This is an optimization exercise on Yosys and OpenROAD, whose aim is small area, a short achievable clock period and few clock cycles per item, not a production implementation.
Function was checked by simulation only, so behaviour that the tests miss may differ from the original.
Power and IR drop assume default switching activity.

## flow/design.v (module list and top-level ports; edited modules follow where they fit)
// module ate1_pixel_unit: 1074 lines
// module ate1_fa: 10 lines
module ate1_pixel_unit (
    input  wire        clk,
    input  wire        rst,         
    input  wire        in_valid,
    output wire        in_ready,
    input  wire [3:0]  in_op,
    input  wire [63:0] in_d,
    input  wire [63:0] in_s,
    input  wire [16:0] in_t,
    output reg         out_valid,
    input  wire        out_ready,
    output reg  [63:0] out_p
);
  // ...
==> flow/flow/run.sh <==
#!/bin/bash
# Standard layout (bash standard.sh) with two changes to how it is made:
# - timing repair aims to leave flow/setup_margin ns of setup slack, so it
#   works towards a shorter period than the 16 ns clock (the SDC is unchanged);
# - the port buffers that buffer_ports inserts are buf_2 cells.
# The make output goes to flow_make.log; ORFS's own logs are under orfs/logs.
set -euo pipefail
export SETUP_SLACK_MARGIN=$(cat flow/setup_margin)
export BUFFER_PORTS_ARGS="-buffer_cell sky130_fd_sc_hd__buf_2"
bash standard.sh > flow_make.log 2>&1
==> flow/flow/setup_margin <==
10.5
==> flow/standard.sh <==
#!/bin/bash
# synth_recipe.tcl (not shown) runs the flow's synth.tcl, then flattens the netlist and writes it again
# the make line also repeats each setting of config.mk as NAME=value (left out here)
make -C /OpenROAD-flow-scripts/flow DESIGN_CONFIG=/design/flow/config.mk WORK_HOME=/design/flow/orfs CLKGATE_MAP_FILE= SYNTH_SCRIPT=/design/flow/synth_recipe.tcl "${@:-finish}"
==> flow/config.mk <==
export PLATFORM = sky130hd
export DESIGN_NAME = ate1_pixel_unit
export DESIGN_NICKNAME = ate1_pixel_unit
export VERILOG_FILES = /design/flow/design.v
export SDC_FILE = /design/flow/constraint.sdc
export NUM_CORES = 8
export LEC_CHECK = 0
export CAP_MARGIN = 20
export CORE_MARGIN = 2
export CORE_UTILIZATION = 35
export CTS_CLUSTER_DIAMETER = 200
export CTS_CLUSTER_SIZE = 20
export SLEW_MARGIN = 20
export SYNTH_HIERARCHICAL = 1
==> flow/constraint.sdc <==
create_clock -name core_clock -period 16.0 [get_ports {clk}]
set_input_delay 3.2000 -clock core_clock [delete_from_list [all_inputs] [get_ports {clk}]]
set_output_delay 3.2000 -clock core_clock [all_outputs]
set_load 0.01 [all_outputs]
==> summary.txt, run 1 <==
Status
  • Result of the run: finished clean

CTS
  • Post-cts gate resize count: 63
  • Number of buffers added by the clock tree synthesis step: 44
  • Total setup buffers inserted after CTS: 65

Power
  • Proportion of total power due to net switching: 0.463

Cells and area
  • Seq cells: 769
  • Most frequent cells in the layout: 1,340 x sky130_fd_sc_hd__nor2_1, 895 x sky130_fd_sc_hd__fa_1, 764 x sky130_fd_sc_hd__edfxtp_1, 493 x sky130_fd_sc_hd__ha_1, 342 x sky130_fd_sc_hd__nand2_1
  • Sequential standard cell area: 23,000 µm²
  • Number of flip-flops in the largest register: 128
  • Leading cell type in the layout, fill and taps excluded: sky130_fd_sc_hd__nor2_1

Critical path
  • FF-to-FF Start: ir_cw_a[12]
  • Worst Path Arrival: 5.81 ns
  • CP delay by family, top: adder cells
  • R2R setup slack: 10.62 ns

STA
  • Headroom to the max-slew limit: 0.292
  • Setup clock skew after layout: 0.0459 ns

Logic synthesis
  • Dominant cell type by area after synthesis: sky130_fd_sc_hd__edfxtp_1
  • Complex-gate fraction of the synthesized area: 0.119
  • Net count of the mapped netlist: 8,317
  • Xor/xnor cell area share of the yosys netlist: 0.0393
  • Post-synth EDFFs: 764

Min path
  • Worst hold path cell count: 0

Floorplan
  • Initial core utilization: 0.351

Routing
  • Met1 routed wirelength after detailed routing: 92,800 µm
  • Average wire per cell in the routed design: 24.0 µm

Global routing
  • Met3 Use GR: 0.0490
  • Pin count of the biggest net entering global routing: 90

Placement
  • Worst setup slack after placement: 9.42 ns
  • Post-detailed-placement cell area: 77,400 µm²
Testbench counts, summed over its fixed seeds: cycles 42,153, items 32,000.
==> inputs of run 2 (changes only) <==
--- a/flow/config.mk
+++ b/flow/config.mk
@@ -11,4 +11,5 @@
 export CTS_CLUSTER_DIAMETER = 200
 export CTS_CLUSTER_SIZE = 20
+export PLACE_DENSITY = 0.75
 export SLEW_MARGIN = 20
 export SYNTH_HIERARCHICAL = 1
==> run 2 against run 1 <==
Net effect: fmax fell by 1.7%; critical path depth fell by 1; largest power group unchanged; highest routed layer unchanged; total power rose by 0.36%; non-clock buffer count fell by 13; clock power barely moved; critical path type unchanged; flip-flop and latch count did not move; still clean; sequential power barely moved.
==> summary.txt, run 2 <==
Status
  • Result of the run: finished clean

STA
  • Time the worst path needs with I/O delays and setup: 5.47 ns
  • Unrepaired setup endpoints after global routing: yes
  • Final setup vio count: 0
  • Worst slew pin tran: 1.07 ns
  • Count of pins over their slew limit: 0
  • Final worst slack: 10.53 ns
  • Final Cycle Share: 0.342
  • Final-layout worst hold slack: 0.403 ns
  • Achievable clock frequency: 0.183 GHz
  • Headroom to the max-slew limit: 0.284 (-0.00728)
  • Hold Violations, Final: 0
  • Setup clock skew after layout: 0.0798 ns (+0.0339 ns)
  • Setup TNS: 0 ns

Routing
  • Number of vias per cell after detailed routing: 5.73
  • Average wire per cell in the routed design: 23.8 µm (-0.88%)
  • Post-route antenna net violation count: 0
  • Vias: 55,500
  • Number of DRC violations after detailed routing: 0
  • Count of routing violations after the opening detailed-route iteration: 5,867
  • First-pass detailed-route iteration total: 9
  • Total wirelength of the detailed-routed design: 231,000 µm

Power
  • Overall power consumption: 16.5 mW
  • Static leakage: 35.4 nW
  • Power Density: 205 nW/µm²
  • Maximum VDD drop: 144 µV

Placement
  • Port Buf Inserts: 218
  • Inst Count DP: 9,509
  • Worst setup slack after placement: 8.99 ns (-0.438 ns)
  • Post-detailed-placement cell area: 77,300 µm² (about the same)
  • Gpl congestion: 0.947
  • Total half-perimeter wirelength after legalization and detailed placement: 173,000 µm

Critical path
  • FF-to-FF Start: ir_cw_a[12]
  • CP Data Required Time: 16.43 ns
  • Number of buffer and inverter stages on the critical path: 2
  • Number of cells on the critical path: 12
  • R2R setup slack: 10.53 ns (-0.09 ns)
  • Depth of the worst register-to-register path: 12
  • Max stage delay on crit path: 0.57 ns
  • Terminus of the critical flop-to-flop path: p1_c[81]
  • Critical path's slowest cell: sky130_fd_sc_hd__fa_1
  • Worst Path Arrival: 5.90 ns (+0.09 ns)
  • CP Launch Type: flip-flop
  • Peak fanout along the critical path: 68
  • Cells traversed along the worst timing path: buf_8 -> a221oi_2 -> nand3_2 -> a21oi_1 -> buf_4 -> nor2_1 -> fa_1 -> fa_1 -> fa_1 -> fa_1 -> fa_1 -> fa_1
  • CP delay by family, top: adder cells
  • Crit Path Class: reg -> reg
  • Critical Path Sink Type: flip-flop
  • Worst path most repeated cell: sky130_fd_sc_hd__fa_1

Global routing
  • Number of antenna violations at the first check in global routing: 28
  • Met1 track demand over resource in global routing: 0.271
  • First-pass GRT wire length: 344,000 µm
  • Pin count of the biggest net entering global routing: 153 (+70%)
  • GRT Resource Usage Total: 0.213
  • Met3 Use GR: 0.0601 (+0.0111)
  • M2 GR Usage: 0.327
  • Residual overflow from global routing: 0
  • Global routing's busiest layer: met2
  • Via count of the first global-routing pass: 56,500

Min path
  • Worst hold path cell count: 0 (unchanged)
  • Min-Delay Path Class: reg -> reg
  • Hold Path End: p2_add[17]
  • Beginning of the worst hold path: p1_add[17]

Cells and area
  • # nets final: 8,508
  • Register with the most flip-flops: p1_s
  • Leading cell type in the layout, fill and taps excluded: sky130_fd_sc_hd__nor2_1
  • Relative area change from synthesis to final layout: 11.0%
  • Layout cells sized above 1: 0.125
  • Cell area after layout: 80,500 µm²
  • Number of flip-flops in the largest register: 128 (unchanged)
  • Cell Count, Final, Fillers Out: 9,685
  • Most frequent cells in the layout: 1,338 x sky130_fd_sc_hd__nor2_1, 895 x sky130_fd_sc_hd__fa_1, 764 x sky130_fd_sc_hd__edfxtp_1, 490 x sky130_fd_sc_hd__ha_1, 342 x sky130_fd_sc_hd__nand2_1
  • Post-Route Utilization: 0.390
  • Biggest registers after layout: p1_s: 128 flops, p1_c: 96 flops, p2_h: 72 flops

Logic synthesis
  • Synth Area in Adders: 0.333
  • Post-synthesis average cell area: 10.7 µm²
  • Post-synthesis sequential area ratio: 0.318
  • Synth warn: 7
  • Xor/xnor cell area share of the yosys netlist: 0.0393 (unchanged)
  • Async set or reset register ratio after synthesis: 0
  • Net count of the mapped netlist: 8,317 (unchanged)
  • Total of flip-flops plus latches after synthesis: 769
  • Post-synth top cells: 1,347 x sky130_fd_sc_hd__nor2_1, 895 x sky130_fd_sc_hd__fa_1, 764 x sky130_fd_sc_hd__edfxtp_1, 499 x sky130_fd_sc_hd__ha_1, 343 x sky130_fd_sc_hd__nand2_1
  • Cell area after synthesis: 72,600 µm²
  • Area fraction of the dominant cell type after synthesis: 0.316
  • Synthesized instance count: 6,770
  • Post-synth EDFFs: 764 (unchanged)
  • Share of synthesized cell area in and, or, nand and nor gates: 0.135
  • Complex-gate fraction of the synthesized area: 0.119 (unchanged)
  • Dominant cell type by area after synthesis: sky130_fd_sc_hd__edfxtp_1
  • Most instantiated library cell after synthesis: sky130_fd_sc_hd__nor2_1
  • Top_reg_cell synth: sky130_fd_sc_hd__edfxtp_1
  • Fraction of synthesized area in multiplexers: 0.0234
  • Number of library cell types mapped by synthesis: 92
  • Area contributors post-synth: sky130_fd_sc_hd__edfxtp_1 32%, sky130_fd_sc_hd__fa_1 25%, sky130_fd_sc_hd__ha_1 8.6%, sky130_fd_sc_hd__nor2_1 7.0%, sky130_fd_sc_hd__a21oi_1 2.2%
  • Dominant combinational cell family by area after synthesis: adder cells

CTS
  • Number of H-tree branching levels: 2
  • Number of buffers added by the clock tree synthesis step: 44 (unchanged)
  • Clock Pin Slew Worst Setup and Hold Paths: 0.12 ns
  • Count of clock tree sinks: 769
  • Largest buffer count on any clock path: 3
  • Hold Buf Count CTS: 0
  • CTS Root Buffer Type: sky130_fd_sc_hd__clkbuf_16
  • TritonCTS clock tree: done
  • Source-to-sink clock delay at the later pin of the worst-skew pair: 0.72 ns

Floorplan
  • Vertical die dimension: 459 µm
  • Number of top-level pins: 219
  • Cell row count: 167
  • Horizontal extent of the die: 459 µm
  • Initial core utilization: 0.351 (unchanged)
  • Core footprint: 207,000 µm²
  • Die Footprint: 211,000 µm²

Flow run
  • Max-cap violations: 0
-- run 2: cell counts after synthesis --
Identical to the previous run, type by type.
-- run 2: area by class of cell --
| class | instances | area [µm²] |
|---|---|---|
| inverters | 329 | 1240 |
| multi-input cells | 5381 | 48600 |
| flip-flops and latches | 769 | 23000 |
| well taps | 2704 | 3380 |
| repair buffers | 436 | 3080 |
| clock inverters | 3 | 41.3 |
| fillers | 19400 | 126000 |
| diodes | 11 | 27.5 |
| clock buffers | 52 | 1130 |
-- run 2: kinds of logic after synthesis --
group	Yosys count
xor gates and xnor gates	323
muxes	157
adders and majority gates	1394
AOI/OAI and AO/OA	1239
buffers and inverters	622
DFF	769
and+or+nand+nor	2266
-- run 2: where the power goes --
group          switching, mW  internal [mW]
logic                   6.60           4.95
registers              0.354           3.40
clock network          0.708          0.503
total                   7.66           8.85
-- run 2: repair_timing --
item                                   4_1_cts  5_1_grt
setup endpoints to repair                  230      201
gates resized for setup                     62      106
buffers inserted                            71       35
gates cloned                                 2        1
pin swaps                                    5       30
endpoints found under the hold margin        0        0
-- run 2: worst reg2reg max path, stage by stage, from the launching register on --
cell                       delay (ns)
sky130_fd_sc_hd__edfxtp_1        0.44
sky130_fd_sc_hd__buf_8           0.28
sky130_fd_sc_hd__a221oi_2        0.50
sky130_fd_sc_hd__nand3_2         0.35
sky130_fd_sc_hd__a21oi_1         0.33
sky130_fd_sc_hd__buf_4           0.33
sky130_fd_sc_hd__nor2_1          0.12
sky130_fd_sc_hd__fa_1            0.48
sky130_fd_sc_hd__fa_1            0.46
sky130_fd_sc_hd__fa_1            0.51
sky130_fd_sc_hd__fa_1            0.43
sky130_fd_sc_hd__fa_1            0.57
sky130_fd_sc_hd__fa_1            0.41
-- run 2: worst max path at each step --
stage                 from        to  slack (ns)
2_1_floorplan     ir_valid  in_ready        9.93
4_1_cts        ir_cw_a[12]   p1_c[8]       10.45
6_report       ir_cw_a[12]  p1_c[81]       10.53
3_3_place_gp       in_s[0]  ir_s[14]        8.81
3_5_place_dp       in_s[0]  ir_s[14]        8.99
5_1_grt           p1_s[52]  p2_h[30]       10.41
-- run 2: per-module statistics from Yosys, one instance, submodules excluded --
module	area [µm²]	flip-flops and latches	copies in the design	cells
ate1_pixel_unit	55100	769	1	5898
ate1_fa	20.0	0	872	1
-- run 2: layer usage --
layer | share of wire | vias up
li1 | - | 23900
met1 | 0.39 | 27500
met2 | 0.44 | 3209
met3 | 0.11 | 781
met4 | 0.061 | 8
met5 | 0.00023 | -
==> inputs of run 3 (changes only) <==
==> flow/flow/setup_margin (replaced) <==
10.9
--- a/flow/config.mk
+++ b/flow/config.mk
@@ -11,5 +11,4 @@
 export CTS_CLUSTER_DIAMETER = 200
 export CTS_CLUSTER_SIZE = 20
-export PLACE_DENSITY = 0.75
 export SLEW_MARGIN = 20
 export SYNTH_HIERARCHICAL = 1
==> run 3 against run 2 <==
Net effect: area after synthesis unchanged; sequential power about the same; critical endpoint is now p2_h[2]; sequential share of layout area decreased by 1.3 points; via count increased by 1.8%; still clean on timing, DRC and antenna; critical path type unchanged; highest routed layer unchanged; flip-flop and latch count unchanged; combinational power increased by 5%; total power increased by 3.8%; register-to-register slack improved by 0.28 ns.
==> summary.txt, run 3 <==
Status
  • Result of the run: finished clean

Logic synthesis
  • Synthesized instance count: 6,770 (unchanged)
  • Area fraction of the dominant cell type after synthesis: 0.316 (unchanged)
  • Cell area after synthesis: 72,600 µm² (unchanged)
  • Area contributors post-synth: sky130_fd_sc_hd__edfxtp_1 32%, sky130_fd_sc_hd__fa_1 25%, sky130_fd_sc_hd__ha_1 8.6%, sky130_fd_sc_hd__nor2_1 7.0%, sky130_fd_sc_hd__a21oi_1 2.2%
  • Synth warn: 7 (unchanged)
  • Post-synthesis sequential area ratio: 0.318 (unchanged)
  • Post-synth EDFFs: 764 (unchanged)
  • Total of flip-flops plus latches after synthesis: 769 (unchanged)
  • Async set or reset register ratio after synthesis: 0 (unchanged)
  • Post-synth top cells: 1,347 x sky130_fd_sc_hd__nor2_1, 895 x sky130_fd_sc_hd__fa_1, 764 x sky130_fd_sc_hd__edfxtp_1, 499 x sky130_fd_sc_hd__ha_1, 343 x sky130_fd_sc_hd__nand2_1
  • Most instantiated library cell after synthesis: sky130_fd_sc_hd__nor2_1
  • Post-synthesis average cell area: 10.7 µm² (unchanged)
  • Top_reg_cell synth: sky130_fd_sc_hd__edfxtp_1
  • Net count of the mapped netlist: 8,317 (unchanged)
  • Number of library cell types mapped by synthesis: 92 (unchanged)
  • Dominant cell type by area after synthesis: sky130_fd_sc_hd__edfxtp_1

Routing
  • Total wirelength of the detailed-routed design: 240,000 µm (+4.1%)
  • Vias: 56,500 (+1.8%)
  • Average wire per cell in the routed design: 24.2 µm (+1.6%)
  • Post-route antenna net violation count: 0 (unchanged)
  • First-pass detailed-route iteration total: 10 (+1)
  • Count of routing violations after the opening detailed-route iteration: 5,929 (+1.1%)
  • Number of vias per cell after detailed routing: 5.69 (-0.66%)
  • Number of DRC violations after detailed routing: 0 (unchanged)

Cells and area
  • Final-layout fill cell count: 19,500 (+0.36%)
  • # nets final: 8,751 (+2.9%)
  • Layout cells sized above 1: 0.180 (+0.0551)
  • Relative area change from synthesis to final layout: 16.1%
  • Leading cell type in the layout, fill and taps excluded: sky130_fd_sc_hd__nor2_1
  • Cell Count, Final, Fillers Out: 9,927 (+2.5%)
  • Register with the most flip-flops: p1_s
  • Number of flip-flops in the largest register: 128 (unchanged)
  • Biggest registers after layout: p1_s: 128 flops, p1_c: 96 flops, p2_h: 72 flops
  • Cell area after layout: 84,200 µm² (+4.6%)
  • Most frequent cells in the layout: 1,337 x sky130_fd_sc_hd__nor2_1, 850 x sky130_fd_sc_hd__fa_1, 764 x sky130_fd_sc_hd__edfxtp_1, 469 x sky130_fd_sc_hd__ha_1, 340 x sky130_fd_sc_hd__nand2_1
  • Post-Route Utilization: 0.408 (+0.0178)

STA
  • Hold Violations, Final: 0 (unchanged)
  • Setup TNS: 0 ns (unchanged)
  • Worst slew pin tran: 1.30 ns (+0.223 ns)
  • Headroom to the max-slew limit: 0.136 (-0.149)
  • Final-layout worst hold slack: 0.403 ns (-0.0000900 ns)
  • Final Cycle Share: 0.324 (-0.0177)
  • Setup clock skew after layout: 0.0595 ns (-0.0203 ns)
  • Time the worst path needs with I/O delays and setup: 5.19 ns (-0.284 ns)
  • Final setup vio count: 0 (unchanged)
  • Achievable clock frequency: 0.193 GHz (+5.5%)
  • Count of pins over their slew limit: 0 (unchanged)
  • Unrepaired setup endpoints after global routing: yes
  • Final worst slack: 10.81 ns (+0.284 ns)

Global routing
  • Residual overflow from global routing: 0 (unchanged)
  • Pin count of the biggest net entering global routing: 94 (-39%)
  • Via count of the first global-routing pass: 56,200 (-0.62%)
  • Number of antenna violations at the first check in global routing: 23 (-18%)
  • GRT Resource Usage Total: 0.218 (+0.00488)
  • First-pass GRT wire length: 351,000 µm (+2.0%)

Min path
  • Min-Delay Path Class: reg -> reg
  • Worst hold path cell count: 0 (unchanged)
  • Beginning of the worst hold path: p1_add[22]
  • Hold Path End: p2_add[22]

Critical path
  • FF-to-FF Start: p1_s[10]
  • Max stage delay on crit path: 0.44 ns (-0.13 ns)
  • Critical Path Sink Type: flip-flop
  • Terminus of the critical flop-to-flop path: p2_h[2]
  • Cells traversed along the worst timing path: ha_1 -> o21ai_2 -> o21ai_2 -> a2111o_1 -> a31oi_4 -> o31ai_4 -> a21oi_1 -> nor2_1 -> o41ai_2 -> o21ai_2 -> xnor2_2 -> ha_4 -> nand4_1 -> nor2_2 -> nand2_1 -> or3_4 -> nor3_4 -> and2_4 -> a211oi_4 -> buf_4 -> a211oi_4 -> buf_6 -> buf_12
  • Depth of the worst register-to-register path: 23 (+11)
  • R2R setup slack: 10.81 ns (+0.28 ns)
  • Number of buffer and inverter stages on the critical path: 3 (+1)
  • Peak fanout along the critical path: 6 (-91%)
  • Critical path's slowest cell: sky130_fd_sc_hd__a2111o_1
  • CP Launch Type: flip-flop
  • CP Data Required Time: 16.39 ns (-0.04 ns)
  • Crit Path Class: reg -> reg
  • Worst path most repeated cell: sky130_fd_sc_hd__o21ai_2
  • Worst Path Arrival: 5.58 ns (-0.32 ns)
  • CP delay by family, top: compound AO/OA/AOI/OAI gates

CTS
  • TritonCTS clock tree: done
  • Number of buffers added by the clock tree synthesis step: 44 (unchanged)
  • Number of H-tree branching levels: 2 (unchanged)
  • Largest buffer count on any clock path: 3 (unchanged)
  • Clock Pin Slew Worst Setup and Hold Paths: 0.10 ns (-0.02 ns)
  • Hold Buf Count CTS: 0 (unchanged)
  • CTS Root Buffer Type: sky130_fd_sc_hd__clkbuf_16
  • Source-to-sink clock delay at the later pin of the worst-skew pair: 0.71 ns (about the same)
  • Count of clock tree sinks: 769 (unchanged)

Placement
  • Inst Count DP: 9,528 (+0.20%)
  • Gpl congestion: 0.953 (+0.62%)
  • Total half-perimeter wirelength after legalization and detailed placement: 178,000 µm (+2.3%)
  • Worst setup slack after placement: 10.05 ns (+1.06 ns)
  • Port Buf Inserts: 218 (unchanged)
  • Post-detailed-placement cell area: 77,900 µm² (+0.73%)

Power
  • Static leakage: 36.9 nW (+4.5%)
  • Maximum VDD drop: 118 µV (-18%)
  • Power Density: 204 nW/µm² (-0.74%)
  • Overall power consumption: 17.1 mW (+3.8%)

Floorplan
  • Core footprint: 207,000 µm² (unchanged)
  • Number of top-level pins: 219 (unchanged)
  • Cell row count: 167 (unchanged)
  • Initial core utilization: 0.351 (unchanged)
  • Horizontal extent of the die: 459 µm (unchanged)
  • Vertical die dimension: 459 µm (unchanged)
  • Die Footprint: 211,000 µm² (unchanged)

Flow run
  • Max-cap violations: 0 (unchanged)
run 3: cell counts after synthesis:
Identical to the previous run, type by type.
run 3: timing repair:
action	CTS	global route
gates cloned	4	20
pin swaps	48	120
gates resized for setup	127	317
buffers inserted	130	173
setup endpoints to repair	267	218
run 3: logic make-up (layout without fill, tap and decap cells):
logic type	Yosys count	after routing	synth area share
AOI/OAI and AO/OA	1239	1240	0.119
xor gates and xnor gates	323	323	0.0393
adders and majority gates	1394	1394	0.333
buffers and inverters	622	1064	0.0326
DFF	769	769	0.318
muxes	157	157	0.0234
other	0	9	0
and+or+nand+nor	2266	2267	0.135
run 3: power breakdown:
part | internal, mW | total [mW] | switching [mW]
registers | 3.40 | 3.75 | 0.355
logic | 5.33 | 12.2 | 6.84
clock network | 0.506 | 1.22 | 0.714
run 3: Yosys stat by module (local to each module, per instance):
module | cells inside | times used | area (µm²)
ate1_pixel_unit | 5898 | 1 | 55100
ate1_fa | 1 | 872 | 20.0
run 3: worst max path at each step:
stage,startpoint,end,slack (ns),cells past startpoint
floorplan,ir_valid,in_ready,9.93,3
global placement,in_s[0],ir_s[16],10.10,15
detailed placement,ir_cw_a[12],p1_c[17],10.05,11
CTS,ir_last,in_ready,10.56,4
global route,p1_s[10],p2_h[2],10.58,23
finish,p1_s[10],p2_h[2],10.81,23
run 3: area by class of cell:
type	instances	area [µm²]	area share
antenna	9	22.5	0.000267
clock buffer	52	1130	0.0134
clock inverter	4	65.1	0.000772
inverter	329	1270	0.0150
multi-input combinational	5381	49800	0.591
sequential	769	23000	0.274
tap	2704	3380	0.0402
timing repair buffer	679	5500	0.0653
run 3: layer usage:
layer | vias to the layer above | track usage | wire, µm
li1 | 24400 | - | -
met1 | 28400 | 0.292 | 97200
met2 | 2938 | 0.330 | 104000
met3 | 681 | 0.0499 | 24100
met4 | 10 | 0.111 | 14300
met5 | - | 0 | 69
==> inputs of run 4 (changes only) <==
==> flow/flow/setup_margin (replaced) <==
10.7
==> run 4 against run 3 <==
Net effect: first-iteration DRC count decreased by 12%; design area shrank 3.5%; area after synthesis stayed put; largest power group unchanged; clock skew fell by 0.0039 ns; sequential power hardly changed; critical path depth increased by 1; worst hold slack gained 0.013 ns.
==> summary.txt, run 4 <==
Status
  • Result of the run: finished clean

Cells and area
  • Register with the most flip-flops: p1_s
  • Most frequent cells in the layout: 1,336 x sky130_fd_sc_hd__nor2_1, 889 x sky130_fd_sc_hd__fa_1, 764 x sky130_fd_sc_hd__edfxtp_1, 484 x sky130_fd_sc_hd__ha_1, 341 x sky130_fd_sc_hd__nand2_1
  • Number of flip-flops in the largest register: 128 (unchanged)
  • Final-layout fill cell count: 19,800 (+1.4%)
  • Post-Route Utilization: 0.393 (-0.0141)
  • Relative area change from synthesis to final layout: 12.0%
  • Leading cell type in the layout, fill and taps excluded: sky130_fd_sc_hd__nor2_1
  • Layout cells sized above 1: 0.140 (-0.0392)
  • Biggest registers after layout: p1_s: 128 flops, p1_c: 96 flops, p2_h: 72 flops
  • # nets final: 8,576 (-2.0%)

Placement
  • Gpl congestion: 0.929 (-2.6%)
  • Worst setup slack after placement: 10.02 ns (-0.0221 ns)
  • Total half-perimeter wirelength after legalization and detailed placement: 176,000 µm (-0.69%)
  • Port Buf Inserts: 218 (unchanged)

Power
  • Power Density: 206 nW/µm² (+1.0%)
  • Proportion of total power due to net switching: 0.462 (+0.000638)
  • Part of the total power dissipated in sequential elements: 0.225 (+0.006)
  • Net Sw Power: 7.72 mW (-2.4%)
  • Combinational fraction of design power: 0.702 (-0.008)
  • Overall power consumption: 16.7 mW (-2.5%)
  • Share of total power in the clock network: 0.073 (+0.002)
  • Maximum VDD drop: 148 µV (+26%)
  • Static leakage: 35.8 nW (-3.2%)
  • Pint: 8.99 mW (-2.6%)

Routing
  • Number of vias per cell after detailed routing: 5.62 (-1.3%)
  • Average wire per cell in the routed design: 24.0 µm (-0.75%)
  • Number of DRC violations after detailed routing: 0 (unchanged)
  • Count of routing violations after the opening detailed-route iteration: 5,247 (-12%)
  • Vias: 54,800 (-3.0%)
  • First-pass detailed-route iteration total: 12 (+2)
  • Post-route antenna net violation count: 0 (unchanged)
  • Total wirelength of the detailed-routed design: 234,000 µm (-2.4%)

Logic synthesis
  • Net count of the mapped netlist: 8,317 (unchanged)
  • Area contributors post-synth: sky130_fd_sc_hd__edfxtp_1 32%, sky130_fd_sc_hd__fa_1 25%, sky130_fd_sc_hd__ha_1 8.6%, sky130_fd_sc_hd__nor2_1 7.0%, sky130_fd_sc_hd__a21oi_1 2.2%
  • Post-synthesis average cell area: 10.7 µm² (unchanged)
  • Top_reg_cell synth: sky130_fd_sc_hd__edfxtp_1
  • Synthesized instance count: 6,770 (unchanged)
  • Post-synthesis sequential area ratio: 0.318 (unchanged)
  • Number of library cell types mapped by synthesis: 92 (unchanged)
  • Post-synth top cells: 1,347 x sky130_fd_sc_hd__nor2_1, 895 x sky130_fd_sc_hd__fa_1, 764 x sky130_fd_sc_hd__edfxtp_1, 499 x sky130_fd_sc_hd__ha_1, 343 x sky130_fd_sc_hd__nand2_1
  • Area fraction of the dominant cell type after synthesis: 0.316 (unchanged)
  • Async set or reset register ratio after synthesis: 0 (unchanged)
  • Cell area after synthesis: 72,600 µm² (unchanged)
  • Post-synth EDFFs: 764 (unchanged)
  • Total of flip-flops plus latches after synthesis: 769 (unchanged)
  • Synth warn: 7 (unchanged)
  • Dominant cell type by area after synthesis: sky130_fd_sc_hd__edfxtp_1
  • Most instantiated library cell after synthesis: sky130_fd_sc_hd__nor2_1

Critical path
  • Critical Path Sink Type: flip-flop
  • Number of buffer and inverter stages on the critical path: 4 (+1)
  • Max stage delay on crit path: 0.43 ns (about the same)
  • Cells traversed along the worst timing path: ha_1 -> and3_1 -> a31o_2 -> a21oi_1 -> o21a_2 -> o21ai_1 -> a21oi_1 -> o21bai_1 -> a21o_1 -> a31oi_2 -> xnor2_2 -> buf_12 -> ha_4 -> nand4_1 -> nor2_2 -> nand2_1 -> or3_4 -> nor3_4 -> and2_4 -> a211oi_4 -> buf_4 -> a211oi_4 -> buf_6 -> clkbuf_16
  • Crit Path Class: reg -> reg
  • Worst Path Arrival: 5.66 ns (+0.08 ns)
  • Critical path's slowest cell: sky130_fd_sc_hd__ha_1
  • CP Launch Type: flip-flop
  • Peak fanout along the critical path: 5 (-1)
  • CP delay by family, top: compound AO/OA/AOI/OAI gates
  • CP Data Required Time: 16.40 ns (about the same)

Global routing
  • Number of antenna violations at the first check in global routing: 29 (+26%)
  • GRT Resource Usage Total: 0.218 (about the same)
  • First-pass GRT wire length: 350,000 µm (-0.18%)
  • Via count of the first global-routing pass: 55,900 (-0.42%)
  • Pin count of the biggest net entering global routing: 89 (-5.3%)
  • Residual overflow from global routing: 0 (unchanged)

STA
  • Setup clock skew after layout: 0.0557 ns (-0.00390 ns)
  • Final setup vio count: 0 (unchanged)
  • Final Cycle Share: 0.329 (+0.00476)
  • Hold Violations, Final: 0 (unchanged)
  • Unrepaired setup endpoints after global routing: yes
  • Achievable clock frequency: 0.190 GHz (-1.4%)
  • Count of pins over their slew limit: 0 (unchanged)
  • Worst slew pin tran: 1.23 ns (-0.0673 ns)
  • Final worst slack: 10.73 ns (-0.0762 ns)
  • Headroom to the max-slew limit: 0.180 (+0.0448)
  • Time the worst path needs with I/O delays and setup: 5.27 ns (+0.0762 ns)
  • Setup TNS: 0 ns (unchanged)

Floorplan
  • Initial core utilization: 0.351 (unchanged)
  • Die Footprint: 211,000 µm² (unchanged)
  • Horizontal extent of the die: 459 µm (unchanged)
  • Vertical die dimension: 459 µm (unchanged)
  • Number of top-level pins: 219 (unchanged)
  • Cell row count: 167 (unchanged)
  • Core footprint: 207,000 µm² (unchanged)

CTS
  • Number of buffers added by the clock tree synthesis step: 44 (unchanged)
  • Count of clock tree sinks: 769 (unchanged)
  • Largest buffer count on any clock path: 3 (unchanged)
  • Number of H-tree branching levels: 2 (unchanged)
  • Clock Pin Slew Worst Setup and Hold Paths: 0.10 ns (about the same)
  • Source-to-sink clock delay at the later pin of the worst-skew pair: 0.71 ns (about the same)
  • CTS Root Buffer Type: sky130_fd_sc_hd__clkbuf_16
  • TritonCTS clock tree: done

Flow run
  • Max-cap violations: 0 (unchanged)

Min path
  • Min-Delay Path Class: reg -> reg
-- run 4: kinds of logic (layout without fill, tap and decap cells) --
family | after synthesis | in the layout | share of synthesized area
adders and majority gates | 1394 | 1394 | 0.333
and+or+nand+nor | 2266 | 2266 | 0.135
buffers and inverters | 622 | 892 | 0.0326
AOI/OAI and AO/OA | 1239 | 1239 | 0.119
xor gates and xnor gates | 323 | 323 | 0.0393
muxes | 157 | 157 | 0.0234
other | 0 | 16 | 0
DFF | 769 | 769 | 0.318
-- run 4: layout make-up --
cell class              instances  area (µm²)  share of cell area
multi-input cells            5379       48800               0.600
flip-flops and latches        769       23000               0.283
repair buffers                506        3620              0.0445
well taps                    2704        3380              0.0416
inverters                     329        1240              0.0153
clock buffers                  53        1130              0.0140
clock inverters                 4        61.3            0.000754
diodes                         16        40.0            0.000492
-- run 4: per-stage QoR --
stage	area, µm²	hold slack [ns]	std cells
floorplan	72800	0.400	6770
global placement	77400	0.402	9524
detailed placement	77400	0.405	9526
CTS	80000	0.418	9690
global route	81300	0.420	9758
finish	81300	0.416	9760
-- run 4: layer usage --
layer | global-route usage | vias to the layer above | routed length (µm)
li1 | - | 24100 | -
met1 | 0.285 | 27500 | 95100
met2 | 0.332 | 2670 | 103000
met3 | 0.0548 | 584 | 22600
met4 | 0.115 | 10 | 13000
met5 | 0 | - | 68
-- run 4: power groups by stage --
stage          Combinational (mW)  Sequential (mW)  Clock (mW)
6_report                     11.7             3.76        1.22
5_1_grt                      13.2             3.81        1.32
4_1_cts                      11.4             3.75        1.27
3_5_place_dp                 11.2             3.80           0
3_3_place_gp                 10.9             3.78           0
2_1_floorplan                8.12             3.62           0
-- run 4: worst paths after layout --
| path | start | end | slack [ns] | cells past startpoint |
|---|---|---|---|---|
| min | p1_add[36] | p2_add[36] | 0.42 | 0 |
| min reg2reg | p1_add[36] | p2_add[36] | 0.42 | 0 |
| max | p1_s[19] | p2_h[3] | 10.73 | 24 |
| max reg2reg | p1_s[19] | p2_h[3] | 10.73 | 24 |
-- run 4: worst reg2reg max path, cell delays in order (launching register included) --
cell	delay [ns]
sky130_fd_sc_hd__edfxtp_1	0.38
sky130_fd_sc_hd__ha_1	0.43
sky130_fd_sc_hd__and3_1	0.28
sky130_fd_sc_hd__a31o_2	0.24
sky130_fd_sc_hd__a21oi_1	0.19
sky130_fd_sc_hd__o21a_2	0.22
sky130_fd_sc_hd__o21ai_1	0.07
sky130_fd_sc_hd__a21oi_1	0.16
sky130_fd_sc_hd__o21bai_1	0.08
sky130_fd_sc_hd__a21o_1	0.21
sky130_fd_sc_hd__a31oi_2	0.25
sky130_fd_sc_hd__xnor2_2	0.13
sky130_fd_sc_hd__buf_12	0.14
sky130_fd_sc_hd__ha_4	0.28
sky130_fd_sc_hd__nand4_1	0.13
sky130_fd_sc_hd__nor2_2	0.16
sky130_fd_sc_hd__nand2_1	0.09
sky130_fd_sc_hd__or3_4	0.36
sky130_fd_sc_hd__nor3_4	0.19
sky130_fd_sc_hd__and2_4	0.18
sky130_fd_sc_hd__a211oi_4	0.05
sky130_fd_sc_hd__buf_4	0.16
sky130_fd_sc_hd__a211oi_4	0.27
sky130_fd_sc_hd__buf_6	0.17
sky130_fd_sc_hd__clkbuf_16	0.14
-- run 4: what timing repair did --
item	in CTS	in global routing
pin swaps	25	49
setup buffers	106	51
gates cloned	1	3
setup endpoints to repair	182	197
gates resized for setup	70	146
hold buffers	0	0
-- run 4: Yosys stat by module, one instance, submodules excluded --
module | copies in the design | cells | cell area (µm²) | flip-flops and latches
ate1_pixel_unit | 1 | 5898 | 55100 | 769
ate1_fa | 872 | 1 | 20.0 | 0
==> inputs of run 5 (changes only) <==
--- a/flow/config.mk
+++ b/flow/config.mk
@@ -9,6 +9,6 @@
 export CORE_MARGIN = 2
 export CORE_UTILIZATION = 35
-export CTS_CLUSTER_DIAMETER = 200
-export CTS_CLUSTER_SIZE = 20
+export CTS_CLUSTER_DIAMETER = 150
+export CTS_CLUSTER_SIZE = 25
 export SLEW_MARGIN = 20
 export SYNTH_HIERARCHICAL = 1
==> run 5 against run 4 <==
Net effect: core utilization hardly changed; flip-flop and latch count did not move; critical path depth is 2 lower; synthesized cell count did not move; final cell count about the same; count of clock-buffer cells in the layout is 9 lower; sequential share of layout area hardly changed; fmax up 0.35%; register-to-register slack improved by 0.02 ns; total power is essentially flat; worst setup slack gained 0.019 ns; die area unchanged; critical path type unchanged; largest cell class unchanged.
==> summary.txt, run 5 <==
STA
  • Hold Violations, Final: 0 (unchanged)
  • Setup clock skew after layout: 0.0671 ns (+0.0115 ns)
  • Final-layout worst hold slack: 0.426 ns (+0.00921 ns)
  • Unrepaired setup endpoints after global routing: yes
  • Count of pins over their slew limit: 0 (unchanged)
  • Final Cycle Share: 0.328 (-0.00116)
  • Time the worst path needs with I/O delays and setup: 5.25 ns (-0.0186 ns)
  • Achievable clock frequency: 0.191 GHz (+0.35%)
  • Final worst slack: 10.75 ns (+0.0186 ns)
  • Final setup vio count: 0 (unchanged)
  • Setup TNS: 0 ns (unchanged)
  • Headroom to the max-slew limit: 0.154 (-0.0261)
  • Worst slew pin tran: 1.27 ns (+0.0391 ns)

Routing
  • Vias: 54,800 (+0.053%)
  • Total wirelength of the detailed-routed design: 234,000 µm (-0.20%)
  • Count of routing violations after the opening detailed-route iteration: 5,637 (+7.4%)
  • First-pass detailed-route iteration total: 9 (-3)
  • Number of DRC violations after detailed routing: 0 (unchanged)
  • Post-route antenna net violation count: 0 (unchanged)
  • Average wire per cell in the routed design: 24.0 µm (-0.18%)
  • Number of vias per cell after detailed routing: 5.62 (about the same)

Critical path
  • Critical Path Sink Type: flip-flop
  • CP Launch Type: flip-flop
  • CP Data Required Time: 16.39 ns (about the same)
  • Worst Path Arrival: 5.64 ns (-0.02 ns)
  • Crit Path Class: reg -> reg
  • Peak fanout along the critical path: 5 (unchanged)

Cells and area
  • Layout cells sized above 1: 0.141 (+0.000426)
  • Number of flip-flops in the largest register: 128 (unchanged)
  • # nets final: 8,573 (-0.035%)
  • Relative area change from synthesis to final layout: 12.1% (about the same)
  • Biggest registers after layout: p1_s: 128 flops, p1_c: 96 flops, p2_h: 72 flops
  • Post-Route Utilization: 0.394 (about the same)
  • Leading cell type in the layout, fill and taps excluded: sky130_fd_sc_hd__nor2_1
  • Most frequent cells in the layout: 1,336 x sky130_fd_sc_hd__nor2_1, 889 x sky130_fd_sc_hd__fa_1, 764 x sky130_fd_sc_hd__edfxtp_1, 484 x sky130_fd_sc_hd__ha_1, 341 x sky130_fd_sc_hd__nand2_1
  • Register with the most flip-flops: p1_s
  • Final-layout fill cell count: 19,800 (-0.076%)

Global routing
  • First-pass GRT wire length: 349,000 µm (-0.22%)
  • GRT Resource Usage Total: 0.217 (-0.000526)
  • Met3 Use GR: 0.0494 (-0.00540)
  • Met1 track demand over resource in global routing: 0.288 (+0.00302)
  • M2 GR Usage: 0.332 (about the same)
  • Global routing's busiest layer: met2
  • Residual overflow from global routing: 0 (unchanged)
  • Number of antenna violations at the first check in global routing: 29 (unchanged)
  • Via count of the first global-routing pass: 55,800 (-0.19%)
  • Pin count of the biggest net entering global routing: 89 (unchanged)

Power
  • Overall power consumption: 16.7 mW (about the same)
  • Power Density: 205 nW/µm² (about the same)
  • Static leakage: 35.8 nW (about the same)
  • Maximum VDD drop: 142 µV (-4.2%)

Placement
  • Gpl congestion: 0.929 (unchanged)
  • Port Buf Inserts: 218 (unchanged)
  • Total half-perimeter wirelength after legalization and detailed placement: 176,000 µm (unchanged)
  • Worst setup slack after placement: 10.02 ns (unchanged)

Logic synthesis
  • Dominant cell type by area after synthesis: sky130_fd_sc_hd__edfxtp_1
  • Area contributors post-synth: sky130_fd_sc_hd__edfxtp_1 32%, sky130_fd_sc_hd__fa_1 25%, sky130_fd_sc_hd__ha_1 8.6%, sky130_fd_sc_hd__nor2_1 7.0%, sky130_fd_sc_hd__a21oi_1 2.2%
  • Post-synth top cells: 1,347 x sky130_fd_sc_hd__nor2_1, 895 x sky130_fd_sc_hd__fa_1, 764 x sky130_fd_sc_hd__edfxtp_1, 499 x sky130_fd_sc_hd__ha_1, 343 x sky130_fd_sc_hd__nand2_1
  • Cell area after synthesis: 72,600 µm² (unchanged)
  • Total of flip-flops plus latches after synthesis: 769 (unchanged)
  • Area fraction of the dominant cell type after synthesis: 0.316 (unchanged)
  • Top_reg_cell synth: sky130_fd_sc_hd__edfxtp_1
  • Synthesized instance count: 6,770 (unchanged)
  • Number of library cell types mapped by synthesis: 92 (unchanged)
  • Post-synth EDFFs: 764 (unchanged)
  • Post-synthesis average cell area: 10.7 µm² (unchanged)
  • Net count of the mapped netlist: 8,317 (unchanged)
  • Post-synthesis sequential area ratio: 0.318 (unchanged)
  • Most instantiated library cell after synthesis: sky130_fd_sc_hd__nor2_1
  • Synth warn: 7 (unchanged)
  • Async set or reset register ratio after synthesis: 0 (unchanged)

Min path
  • Min-Delay Path Class: reg -> reg

Floorplan
  • Horizontal extent of the die: 459 µm (unchanged)
  • Core footprint: 207,000 µm² (unchanged)
  • Die Footprint: 211,000 µm² (unchanged)
  • Number of top-level pins: 219 (unchanged)
  • Cell row count: 167 (unchanged)
  • Initial core utilization: 0.351 (unchanged)
  • Vertical die dimension: 459 µm (unchanged)

Status
  • Result of the run: finished clean

CTS
  • Clock Pin Slew Worst Setup and Hold Paths: 0.10 ns (about the same)
  • TritonCTS clock tree: done
  • Number of H-tree branching levels: 2 (unchanged)
  • Source-to-sink clock delay at the later pin of the worst-skew pair: 0.70 ns (about the same)
  • Count of clock tree sinks: 769 (unchanged)
  • Number of buffers added by the clock tree synthesis step: 39 (-11%)
  • CTS Root Buffer Type: sky130_fd_sc_hd__clkbuf_16
  • Largest buffer count on any clock path: 3 (unchanged)

Flow run
  • Max-cap violations: 0 (unchanged)
==> run 5: changes by cell type in the layout (fill, tap and decap cells not counted), moves of 3 or more <==
cell	change
sky130_fd_sc_hd__a221oi_2	-3
sky130_fd_sc_hd__a221oi_4	+3
sky130_fd_sc_hd__buf_4	-3
sky130_fd_sc_hd__clkbuf_1	-5
sky130_fd_sc_hd__clkbuf_16	-4
sky130_fd_sc_hd__o21ai_1	+3
==> run 5: stage by stage <==
step	cell area, µm²	instances
6_report	81400	9758
3_5_place_dp	77400	9526
4_1_cts	80100	9697
3_3_place_gp	77400	9524
2_1_floorplan	72800	6770
5_1_grt	81400	9758
==> run 5: path summary, 6_finish.rpt <==
check / depth (start not counted) / slack (ns) / to / from
worst min register to register: 0 / 0.43 / p2_add[14] / p1_add[14]
worst max-delay path: 22 / 10.75 / p2_h[17] / p1_c[9]
worst min-delay path: 0 / 0.43 / p2_add[14] / p1_add[14]
worst max register to register: 22 / 10.75 / p2_h[17] / p1_c[9]
==> run 5: cell families (layout without fill, tap and decap cells) <==
| family | after synthesis | after routing | share of synthesized area |
|---|---|---|---|
| AND/OR/NAND/NOR | 2266 | 2266 | 0.135 |
| adder cells (fa/ha/maj) | 1394 | 1394 | 0.333 |
| AO/OA/AOI/OAI | 1239 | 1239 | 0.119 |
| flip-flops | 769 | 769 | 0.318 |
| buffers and inverters | 622 | 892 | 0.0326 |
| XOR/XNOR | 323 | 323 | 0.0393 |
| multiplexers | 157 | 157 | 0.0234 |
| other | 0 | 14 | 0 |
==> run 5: critical path, cell delays in order, from the launching register on <==
cell and delay (ns):
sky130_fd_sc_hd__edfxtp_1 0.45, sky130_fd_sc_hd__ha_4 0.28, sky130_fd_sc_hd__a211oi_4 0.30, sky130_fd_sc_hd__o21ai_2 0.10, sky130_fd_sc_hd__a2111o_1 0.49, sky130_fd_sc_hd__a31oi_4 0.25
sky130_fd_sc_hd__o31ai_4 0.09, sky130_fd_sc_hd__a21oi_2 0.15, sky130_fd_sc_hd__nor2_2 0.06, sky130_fd_sc_hd__o41ai_2 0.26, sky130_fd_sc_hd__buf_4 0.20, sky130_fd_sc_hd__xnor2_4 0.14
sky130_fd_sc_hd__ha_1 0.28, sky130_fd_sc_hd__a21o_1 0.18, sky130_fd_sc_hd__a221o_1 0.36, sky130_fd_sc_hd__a21oi_2 0.19, sky130_fd_sc_hd__o41ai_2 0.12, sky130_fd_sc_hd__and2_4 0.17
sky130_fd_sc_hd__a211oi_4 0.23, sky130_fd_sc_hd__nor2_2 0.08, sky130_fd_sc_hd__a211oi_4 0.30, sky130_fd_sc_hd__buf_6 0.16, sky130_fd_sc_hd__clkbuf_16 0.14
==> run 5: layout make-up <==
type | count | area, µm² | share of cell area
Timing Repair Buffer | 508 | 3670 | 0.0451
Antenna cell | 14 | 35.0 | 0.000430
Sequential cell | 769 | 23000 | 0.283
Tap cell | 2704 | 3380 | 0.0416
Clock buffer | 44 | 1020 | 0.0125
Multi-Input combinational cell | 5379 | 48800 | 0.600
Clock inverter | 11 | 149 | 0.00183
Inverter | 329 | 1240 | 0.0153
==> run 5: routing by layer <==
layer	vias to the layer above	routed length [µm]	share of wire
li1	24100	-	-
met1	27400	94900	0.41
met2	2736	104000	0.44
met3	577	22500	0.096
met4	8	12600	0.054
met5	-	56	0.00024
==> run 5: Yosys stat by module (local to each module, per instance) <==
module / flops+latches / cells inside / copies in the design / cell area [µm²]
ate1_pixel_unit: 769 / 5898 / 1 / 55100
ate1_fa: 0 / 1 / 872 / 20.0
==> run 5: report_power, final <==
group          leakage (nW)  internal [mW]  switching (mW)
Sequential             8.35           3.40           0.361
Clock                 0.568          0.488           0.720
Combinational          26.9           5.09            6.67
==> run 5: repair_timing <==
item / in CTS / in global routing
setup buffers: 115 / 44
endpoints found under the setup margin: 183 / 194
gates cloned: 1 / 3
pin swaps: 28 / 50
resized for setup: 73 / 151
hold buffers: 0 / 0
==> inputs of run 6 (changes only) <==
==> flow/flow/run.sh (replaced) <==
#!/bin/bash
# Standard layout (bash standard.sh) with two changes to how it is made:
# - timing repair aims to leave flow/setup_margin ns of setup slack, so it
#   works towards a shorter period than the 16 ns clock (the SDC is unchanged);
# - the port buffers that buffer_ports inserts are buf_1 cells.
# The make output goes to flow_make.log; ORFS's own logs are under orfs/logs.
set -euo pipefail
export SETUP_SLACK_MARGIN=$(cat flow/setup_margin)
export BUFFER_PORTS_ARGS="-buffer_cell sky130_fd_sc_hd__buf_1"
bash standard.sh > flow_make.log 2>&1
--- a/flow/config.mk
+++ b/flow/config.mk
@@ -8,7 +8,7 @@
 export CAP_MARGIN = 20
 export CORE_MARGIN = 2
-export CORE_UTILIZATION = 35
-export CTS_CLUSTER_DIAMETER = 150
-export CTS_CLUSTER_SIZE = 25
+export CORE_UTILIZATION = 45
+export CTS_CLUSTER_DIAMETER = 200
+export CTS_CLUSTER_SIZE = 20
 export SLEW_MARGIN = 20
 export SYNTH_HIERARCHICAL = 1
==> run 6 against run 5 <==
Net effect: critical path depth fell by 18; count of clock-buffer cells in the layout is 8 higher; still clean on timing, DRC and antenna; register-to-register slack better by 0.06 ns; sequential power barely moved; flip-flop and latch count unchanged; critical path type is now reg -> out; worst hold slack worse by 0.0036 ns.
==> summary.txt, run 6 <==
Routing
  • First-pass detailed-route iteration total: 9 (unchanged)
  • Number of DRC violations after detailed routing: 0 (unchanged)
  • Total wirelength of the detailed-routed design: 229,000 µm (-2.0%)
  • Count of routing violations after the opening detailed-route iteration: 5,337 (-5.3%)
  • Vias: 54,400 (-0.91%)
  • Number of vias per cell after detailed routing: 5.93 (+5.5%)
  • Average wire per cell in the routed design: 25.0 µm (+4.4%)
  • Post-route antenna net violation count: 0 (unchanged)

Floorplan
  • Horizontal extent of the die: 406 µm (-12%)
  • Vertical die dimension: 406 µm (-12%)
  • Number of top-level pins: 219 (unchanged)
  • Cell row count: 147 (-12%)
  • Die Footprint: 164,000 µm² (-22%)
  • Initial core utilization: 0.452 (+0.101)
  • Core footprint: 160,000 µm² (-22%)

Min path
  • Worst hold path cell count: 0 (unchanged)
  • Min-Delay Path Class: reg -> reg
  • Hold Path End: p2_add[39]
  • Beginning of the worst hold path: p1_add[39]

CTS
  • Count of clock tree sinks: 769 (unchanged)
  • Source-to-sink clock delay at the later pin of the worst-skew pair: 0.69 ns (about the same)
  • Largest buffer count on any clock path: 3 (unchanged)
  • Number of H-tree branching levels: 2 (unchanged)
  • CTS Root Buffer Type: sky130_fd_sc_hd__clkbuf_16
  • Number of buffers added by the clock tree synthesis step: 44 (+13%)
  • TritonCTS clock tree: done
  • Clock Pin Slew Worst Setup and Hold Paths: 0.09 ns (about the same)

Logic synthesis
  • Area contributors post-synth: sky130_fd_sc_hd__edfxtp_1 32%, sky130_fd_sc_hd__fa_1 25%, sky130_fd_sc_hd__ha_1 8.6%, sky130_fd_sc_hd__nor2_1 7.0%, sky130_fd_sc_hd__a21oi_1 2.2%
  • Post-synthesis average cell area: 10.7 µm² (unchanged)
  • Post-synth top cells: 1,347 x sky130_fd_sc_hd__nor2_1, 895 x sky130_fd_sc_hd__fa_1, 764 x sky130_fd_sc_hd__edfxtp_1, 499 x sky130_fd_sc_hd__ha_1, 343 x sky130_fd_sc_hd__nand2_1
  • Synth warn: 7 (unchanged)
  • Post-synthesis sequential area ratio: 0.318 (unchanged)
  • Post-synth EDFFs: 764 (unchanged)
  • Cell area after synthesis: 72,600 µm² (unchanged)
  • Number of library cell types mapped by synthesis: 92 (unchanged)
  • Dominant cell type by area after synthesis: sky130_fd_sc_hd__edfxtp_1
  • Total of flip-flops plus latches after synthesis: 769 (unchanged)
  • Synthesized instance count: 6,770 (unchanged)
  • Area fraction of the dominant cell type after synthesis: 0.316 (unchanged)
  • Most instantiated library cell after synthesis: sky130_fd_sc_hd__nor2_1
  • Top_reg_cell synth: sky130_fd_sc_hd__edfxtp_1
  • Async set or reset register ratio after synthesis: 0 (unchanged)
  • Net count of the mapped netlist: 8,317 (unchanged)

Global routing
  • Residual overflow from global routing: 0 (unchanged)
  • Pin count of the biggest net entering global routing: 181 (+100%)
  • GRT Resource Usage Total: 0.277 (+0.0598)
  • First-pass GRT wire length: 343,000 µm (-1.9%)
  • Number of antenna violations at the first check in global routing: 30 (+3.4%)
  • Via count of the first global-routing pass: 54,700 (-2.0%)

Power
  • Overall power consumption: 16.6 mW (-0.77%)
  • Part of the total power dissipated in sequential elements: 0.226 (about the same)
  • Combinational fraction of design power: 0.701 (-0.002)
  • Maximum VDD drop: 124 µV (-13%)
  • Pint: 8.93 mW (-0.46%)
  • Static leakage: 35.0 nW (-2.3%)
  • Share of total power in the clock network: 0.073 (about the same)
  • Proportion of total power due to net switching: 0.462 (-0.00169)
  • Power Density: 208 nW/µm² (+1.2%)
  • Net Sw Power: 7.66 mW (-1.1%)

STA
  • Achievable clock frequency: 0.191 GHz (about the same)
  • Final setup vio count: 0 (unchanged)
  • Time the worst path needs with I/O delays and setup: 5.24 ns (-0.00510 ns)
  • Setup clock skew after layout: 0.0516 ns (-0.0155 ns)
  • Final Cycle Share: 0.328 (about the same)
  • Count of pins over their slew limit: 0 (unchanged)
  • Worst slew pin tran: 1.17 ns (-0.0951 ns)
  • Headroom to the max-slew limit: 0.218 (+0.0634)
  • Setup TNS: 0 ns (unchanged)
  • Hold Violations, Final: 0 (unchanged)
  • Unrepaired setup endpoints after global routing: yes

Critical path
  • CP Data Required Time: 12.80 ns (-3.59 ns)
  • Critical Path Sink Type: output pin
  • Worst Path Arrival: 2.04 ns (-3.60 ns)
  • FF-to-FF Start: ir_cw_rgb[0]
  • Terminus of the critical flop-to-flop path: p1_c[82]
  • Crit Path Class: reg -> out
  • R2R setup slack: 10.81 ns (+0.06 ns)
  • CP delay by family, top: flip-flops
  • Peak fanout along the critical path: 23 (+18)
  • Depth of the worst register-to-register path: 12 (-45%)
  • Critical path's slowest cell: sky130_fd_sc_hd__edfxtp_1
  • CP Launch Type: flip-flop
  • Number of buffer and inverter stages on the critical path: 2 (-1)
  • Max stage delay on crit path: 0.54 ns (+0.05 ns)
  • Cells traversed along the worst timing path: nor2b_4 -> nor2_4 -> buf_12 -> buf_1

Flow run
  • Max-cap violations: 0 (unchanged)

Cells and area
  • Relative area change from synthesis to final layout: 9.98%
  • Biggest registers after layout: p1_s: 128 flops, p1_c: 96 flops, p2_h: 72 flops
  • Most frequent cells in the layout: 1,337 x sky130_fd_sc_hd__nor2_1, 890 x sky130_fd_sc_hd__fa_1, 764 x sky130_fd_sc_hd__edfxtp_1, 490 x sky130_fd_sc_hd__ha_1, 341 x sky130_fd_sc_hd__nand2_1
  • Leading cell type in the layout, fill and taps excluded: sky130_fd_sc_hd__nor2_1
  • # nets final: 8,534 (-0.45%)
  • Layout cells sized above 1: 0.106 (-0.0349)
  • Register with the most flip-flops: p1_s
  • Cell Count, Final, Fillers Out: 9,162 (-6.1%)
  • Cell area after layout: 79,800 µm² (-1.9%)
  • Number of flip-flops in the largest register: 128 (unchanged)

Placement
  • Port Buf Inserts: 218 (unchanged)
  • Total half-perimeter wirelength after legalization and detailed placement: 172,000 µm (-2.6%)
  • Inst Count DP: 9,000 (-5.5%)
  • Post-detailed-placement cell area: 76,600 µm² (-1.1%)
  • Gpl congestion: 0.943 (+1.6%)

Status
  • Result of the run: finished clean
[run 6: cell counts after synthesis]
Identical to the previous run, type by type.
[run 6: metrics by stage]
step / utilization / hold WS (ns) / worst slack [ns]
finish: 0.498 / 0.422 / 10.76
detailed placement: 0.477 / 0.405 / 9.82
global route: 0.498 / 0.434 / 10.58
floorplan: - / 0.400 / 9.93
global placement: 0.477 / 0.401 / 9.89
CTS: 0.490 / 0.420 / 10.57
[run 6: worst max-delay path by stage]
stage	startpoint	end	slack, ns	cells after the start
final	ir_last	in_ready	10.76	4
after global routing	p1_s[8]	p2_h[0]	10.58	23
after global placement	in_op[3]	ir_s[32]	9.89	8
after detailed placement	ir_cw_a[12]	p1_c[72]	9.82	13
after floorplan	ir_valid	in_ready	9.93	3
after CTS	ir_cw_a[14]	p1_c[72]	10.57	14
[run 6: worst reg2reg max path, stage by stage, from the launching register on]
cell                        delay [ns]
sky130_fd_sc_hd__edfxtp_1         0.37
sky130_fd_sc_hd__buf_4            0.20
sky130_fd_sc_hd__buf_4            0.16
sky130_fd_sc_hd__nand3b_1         0.32
sky130_fd_sc_hd__a2111oi_2        0.58
sky130_fd_sc_hd__buf_4            0.39
sky130_fd_sc_hd__nor2_1           0.12
sky130_fd_sc_hd__fa_1             0.53
sky130_fd_sc_hd__fa_1             0.43
sky130_fd_sc_hd__fa_1             0.51
sky130_fd_sc_hd__fa_1             0.39
sky130_fd_sc_hd__fa_1             0.51
sky130_fd_sc_hd__fa_1             0.41
[run 6: power by group through the flow]
stage / Sequential, mW / Combinational (mW) / Clock (mW)
final: 3.75 / 11.6 / 1.21
after detailed placement: 3.79 / 11.2 / 0
after floorplan: 3.62 / 8.12 / 0
after global placement: 3.78 / 10.9 / 0
after CTS: 3.75 / 11.3 / 1.26
after global routing: 3.80 / 13.1 / 1.31
[run 6: logic make-up after synthesis]
kind of cell / after synthesis / share of synthesized area
simple gates: 2266 / 0.135
fa+ha+maj: 1394 / 0.333
compound gates: 1239 / 0.119
flops: 769 / 0.318
buf+inv: 622 / 0.0326
xor+xnor: 323 / 0.0393
mux: 157 / 0.0234
[run 6: final cells by class]
class                   instances  area, µm²
fillers                     14400      80600
multi-input cells            5380      48700
flip-flops and latches        769      23000
repair buffers                463       2890
well taps                    2160       2700
inverters                     329       1240
clock buffers                  52       1150
clock inverters                 4       31.3
diodes                          5       12.5
[run 6: what timing repair did]
item                       in CTS  in global routing
hold buffers                    0                  0
setup endpoints to repair     230                187
pin swaps                      19                 54
gates cloned                    2                  3
gates resized for setup        75                175
setup buffers                  60                 32
[run 6: per-layer routing]
metal | global-route usage | vias to the layer above | part of all wire
met5 | 0 | - | 0.00074
li1 | - | 24000 | -
met4 | 0.122 | 26 | 0.053
met2 | 0.416 | 2588 | 0.43
met1 | 0.379 | 27100 | 0.41
met3 | 0.0712 | 595 | 0.098
[run 6: Yosys stat by module (local to each module, per instance)]
| module | cell area [µm²] | copies in the design | flip-flops and latches | cells |
|---|---|---|---|---|
| ate1_fa | 20.0 | 872 | 0 | 1 |
| ate1_pixel_unit | 55100 | 1 | 769 | 5898 |
==> inputs of run 7 (changes only) <==
--- a/flow/config.mk
+++ b/flow/config.mk
@@ -8,5 +8,5 @@
 export CAP_MARGIN = 20
 export CORE_MARGIN = 2
-export CORE_UTILIZATION = 45
+export CORE_UTILIZATION = 55
 export CTS_CLUSTER_DIAMETER = 200
 export CTS_CLUSTER_SIZE = 20
==> run 7 against run 6 <==
Net effect: still clean on timing, DRC and antenna; critical path depth rose by 10; core utilization rose by 11 points; wire length fell by 2.2%; largest power group unchanged.
==> summary.txt, run 7 <==
STA
  • Headroom to the max-slew limit: 0.262 (+0.0437)
  • Final setup vio count: 0 (unchanged)
  • Unrepaired setup endpoints after global routing: yes
  • Hold Violations, Final: 0 (unchanged)
  • Setup TNS: 0 ns (unchanged)
  • Setup clock skew after layout: 0.0391 ns (-0.0125 ns)
  • Final Cycle Share: 0.325 (-0.00252)
  • Achievable clock frequency: 0.192 GHz (+0.78%)
  • Final-layout worst hold slack: 0.413 ns (-0.00846 ns)
  • Time the worst path needs with I/O delays and setup: 5.20 ns (-0.0404 ns)
  • Count of pins over their slew limit: 0 (unchanged)
  • Worst slew pin tran: 1.11 ns (-0.0656 ns)

Floorplan
  • Core footprint: 131,000 µm² (-18%)
  • Horizontal extent of the die: 367 µm (-9.5%)
  • Die Footprint: 135,000 µm² (-18%)
  • Initial core utilization: 0.553 (+0.100)
  • Number of top-level pins: 219 (unchanged)
  • Vertical die dimension: 367 µm (-9.5%)
  • Cell row count: 133 (-9.5%)

CTS
  • Count of clock tree sinks: 769 (unchanged)
  • Source-to-sink clock delay at the later pin of the worst-skew pair: 0.69 ns (about the same)
  • Number of buffers added by the clock tree synthesis step: 44 (unchanged)
  • Clock Pin Slew Worst Setup and Hold Paths: 0.10 ns (about the same)
  • Number of H-tree branching levels: 2 (unchanged)
  • Hold Buf Count CTS: 0 (unchanged)
  • CTS Root Buffer Type: sky130_fd_sc_hd__clkbuf_16
  • Largest buffer count on any clock path: 3 (unchanged)
  • TritonCTS clock tree: done

Logic synthesis
  • Cell area after synthesis: 72,600 µm² (unchanged)
  • Post-synthesis sequential area ratio: 0.318 (unchanged)
  • Area fraction of the dominant cell type after synthesis: 0.316 (unchanged)
  • Top_reg_cell synth: sky130_fd_sc_hd__edfxtp_1
  • Post-synth EDFFs: 764 (unchanged)
  • Dominant cell type by area after synthesis: sky130_fd_sc_hd__edfxtp_1
  • Number of library cell types mapped by synthesis: 92 (unchanged)
  • Post-synthesis average cell area: 10.7 µm² (unchanged)
  • Synth warn: 7 (unchanged)
  • Post-synth top cells: 1,347 x sky130_fd_sc_hd__nor2_1, 895 x sky130_fd_sc_hd__fa_1, 764 x sky130_fd_sc_hd__edfxtp_1, 499 x sky130_fd_sc_hd__ha_1, 343 x sky130_fd_sc_hd__nand2_1
  • Most instantiated library cell after synthesis: sky130_fd_sc_hd__nor2_1
  • Net count of the mapped netlist: 8,317 (unchanged)
  • Total of flip-flops plus latches after synthesis: 769 (unchanged)
  • Async set or reset register ratio after synthesis: 0 (unchanged)
  • Synthesized instance count: 6,770 (unchanged)
  • Area contributors post-synth: sky130_fd_sc_hd__edfxtp_1 32%, sky130_fd_sc_hd__fa_1 25%, sky130_fd_sc_hd__ha_1 8.6%, sky130_fd_sc_hd__nor2_1 7.0%, sky130_fd_sc_hd__a21oi_1 2.2%

Global routing
  • GRT Resource Usage Total: 0.331 (+0.0540)
  • Residual overflow from global routing: 0 (unchanged)
  • Pin count of the biggest net entering global routing: 112 (-38%)
  • Number of antenna violations at the first check in global routing: 22 (-27%)
  • First-pass GRT wire length: 338,000 µm (-1.3%)
  • Via count of the first global-routing pass: 54,900 (+0.46%)

Routing
  • Post-route antenna net violation count: 0 (unchanged)
  • Total wirelength of the detailed-routed design: 224,000 µm (-2.2%)
  • First-pass detailed-route iteration total: 9 (unchanged)
  • Vias: 54,800 (+0.75%)
  • Highest metal layer with signal wires: met5
  • Met2 Routed Length: 99,500 µm (about the same)
  • Count of routing violations after the opening detailed-route iteration: 5,731 (+7.4%)
  • Average wire per cell in the routed design: 25.4 µm (+1.7%)
  • Met1 routed wirelength after detailed routing: 92,100 µm (-3.0%)
  • Number of DRC violations after detailed routing: 0 (unchanged)
  • Detailed-routed wire length on met3: 22,300 µm (-0.65%)
  • Number of vias per cell after detailed routing: 6.21 (+4.8%)

Status
  • Result of the run: finished clean

Placement
  • Total half-perimeter wirelength after legalization and detailed placement: 167,000 µm (-2.8%)
  • Port Buf Inserts: 218 (unchanged)
  • Post-detailed-placement cell area: 76,100 µm² (-0.63%)
  • Gpl congestion: 0.949 (+0.64%)

Min path
  • Min-Delay Path Class: reg -> reg

Cells and area
  • Register with the most flip-flops: p1_s
  • Most frequent cells in the layout: 1,337 x sky130_fd_sc_hd__nor2_1, 890 x sky130_fd_sc_hd__fa_1, 764 x sky130_fd_sc_hd__edfxtp_1, 485 x sky130_fd_sc_hd__ha_1, 341 x sky130_fd_sc_hd__nand2_1
  • Relative area change from synthesis to final layout: 10.2%
  • Biggest registers after layout: p1_s: 128 flops, p1_c: 96 flops, p2_h: 72 flops
  • # nets final: 8,577 (+0.50%)
  • Leading cell type in the layout, fill and taps excluded: sky130_fd_sc_hd__nor2_1
  • Number of flip-flops in the largest register: 128 (unchanged)
  • Final-layout fill cell count: 10,900 (-24%)
  • Cell area after layout: 80,000 µm² (+0.19%)
  • Layout cells sized above 1: 0.112 (+0.00615)

Critical path
  • CP Data Required Time: 16.40 ns (+3.60 ns)
  • Peak fanout along the critical path: 3 (-87%)
  • CP Launch Type: primary input
  • Worst Path Arrival: 5.60 ns (+3.56 ns)
  • Critical Path Sink Type: flip-flop
  • Crit Path Class: in -> reg

Power
  • Overall power consumption: 16.8 mW (+1.2%)
  • Maximum VDD drop: 142 µV (+14%)
  • Static leakage: 35.2 nW (+0.74%)
  • Power Density: 210 nW/µm² (+1.1%)

Flow run
  • Max-cap violations: 0 (unchanged)
-- run 7: path summary, 6_finish.rpt --
kind         slack (ns)         to       start  cells past startpoint
max reg2reg       10.81    p1_c[8]    ir_s[26]                     13
min                0.41  p2_ctl[6]  p1_ctl[19]                      0
min reg2reg        0.41  p2_ctl[6]  p1_ctl[19]                      0
max               10.80   ir_s[31]    in_d[18]                     14
-- run 7: what timing repair did --
item                                    CTS  global route
endpoints found under the hold margin     0             0
resized for setup                       119           140
pin swaps                                30            61
buffers inserted                         68            70
endpoints found under the setup margin  212           166
cloned                                    4             2
-- run 7: metal layers --
layer / track usage / up-vias
met2: 0.503 / 2683
met5: 0 / -
li1: - / 24100
met3: 0.0748 / 537
met4: 0.133 / 24
met1: 0.463 / 27400
-- run 7: cell families (layout without fill, tap and decap cells) --
kind of cell	count (synthesis)	after routing	synth area share
muxes	157	157	0.0234
xor gates and xnor gates	323	323	0.0393
adders and majority gates	1394	1394	0.333
AOI/OAI and AO/OA	1239	1240	0.119
buffers and inverters	622	901	0.0326
other	0	6	0
DFF	769	769	0.318
and+or+nand+nor	2266	2266	0.135
-- run 7: critical path, cell delays in order --
cell and delay (ns):
sky130_fd_sc_hd__buf_1 0.12, sky130_fd_sc_hd__inv_1 0.06, sky130_fd_sc_hd__ha_1 0.32, sky130_fd_sc_hd__nor2b_1 0.15, sky130_fd_sc_hd__o21ai_1 0.24, sky130_fd_sc_hd__a21boi_1 0.13, sky130_fd_sc_hd__o21ai_0 0.21, sky130_fd_sc_hd__nand2b_1 0.14
sky130_fd_sc_hd__a21oi_2 0.23, sky130_fd_sc_hd__o2111ai_2 0.19, sky130_fd_sc_hd__a31o_2 0.24, sky130_fd_sc_hd__a21oi_2 0.16, sky130_fd_sc_hd__xnor2_1 0.13, sky130_fd_sc_hd__o21ai_0 0.08
-- run 7: cell type report --
class | instances | area, µm² | share of cell area
Inverter | 329 | 1240 | 0.0155
Sequential cell | 769 | 23000 | 0.288
Tap cell | 1755 | 2200 | 0.0275
Clock inverter | 3 | 33.8 | 0.000422
Clock buffer | 63 | 1190 | 0.0149
Multi-Input combinational cell | 5380 | 48900 | 0.611
Antenna cell | 6 | 15.0 | 0.000188
Timing Repair Buffer | 506 | 3370 | 0.0422
-- run 7: power by group --
group	switching [mW]	internal, mW	total, mW	leakage, nW
Clock	0.711	0.522	1.23	0.592
Combinational	6.71	5.12	11.8	26.3
Sequential	0.343	3.40	3.74	8.35
Total	7.76	9.04	16.8	35.2
-- run 7: through the flow --
step	utilization	setup slack (ns)	std cells
after floorplan	-	9.93	6770
after global placement	0.579	9.83	8595
after detailed placement	0.579	9.81	8595
after CTS	0.599	10.67	8733
after global routing	0.609	10.67	8807
final	0.609	10.80	8811
-- run 7: Yosys stat by module (local to each module, per instance) --
module	cell area, µm²	copies in the design	flip-flops and latches
ate1_fa	20.0	872	0
ate1_pixel_unit	55100	1	769

-- port drivers added, routing unchanged --
Ports are ideal in the flow. The routed layouts listed here were re-timed in OpenROAD.
Step 1: set_driving_cell puts a clkbuf_16 on clk and a buf_2 on each other input, an assumption about the parent block.
Step 2 adds t to the input delays and takes it off the output delays; t is the mean of the earliest and latest rising clock arrival at the registers after step 1. Input paths then give back, and output paths get back, about the clock's delay inside the block.
Three values: ideal ports, drivers, drivers and shift; two values: the first two.
run | shift t [ns] | setup slack, ns | worst setup path after step 2
run 1 | 0.758 | 10.622 / 10.608 / 9.944 | input to register
run 2 | 0.750 | 10.527 / 10.527 / 9.914 | input to register
run 3 | 0.758 | 10.811 / 10.777 / 10.199 | input to register
run 4 | 0.766 | 10.734 / 10.717 / 9.955 | input to register
run 5 | 0.765 | 10.753 / 10.720 / 9.999 | input to register
run 6 | 0.750 | 10.758 / 10.673 / 10.029 | input to register
run 7 | 0.743 | 10.799 / 10.737 / 9.994 | input to register
After both steps setup and hold are still met in every run listed. For run 7, which loses most, drivers alone change the setup slack by -0.062 ns; drivers and shift together by -0.805 ns.
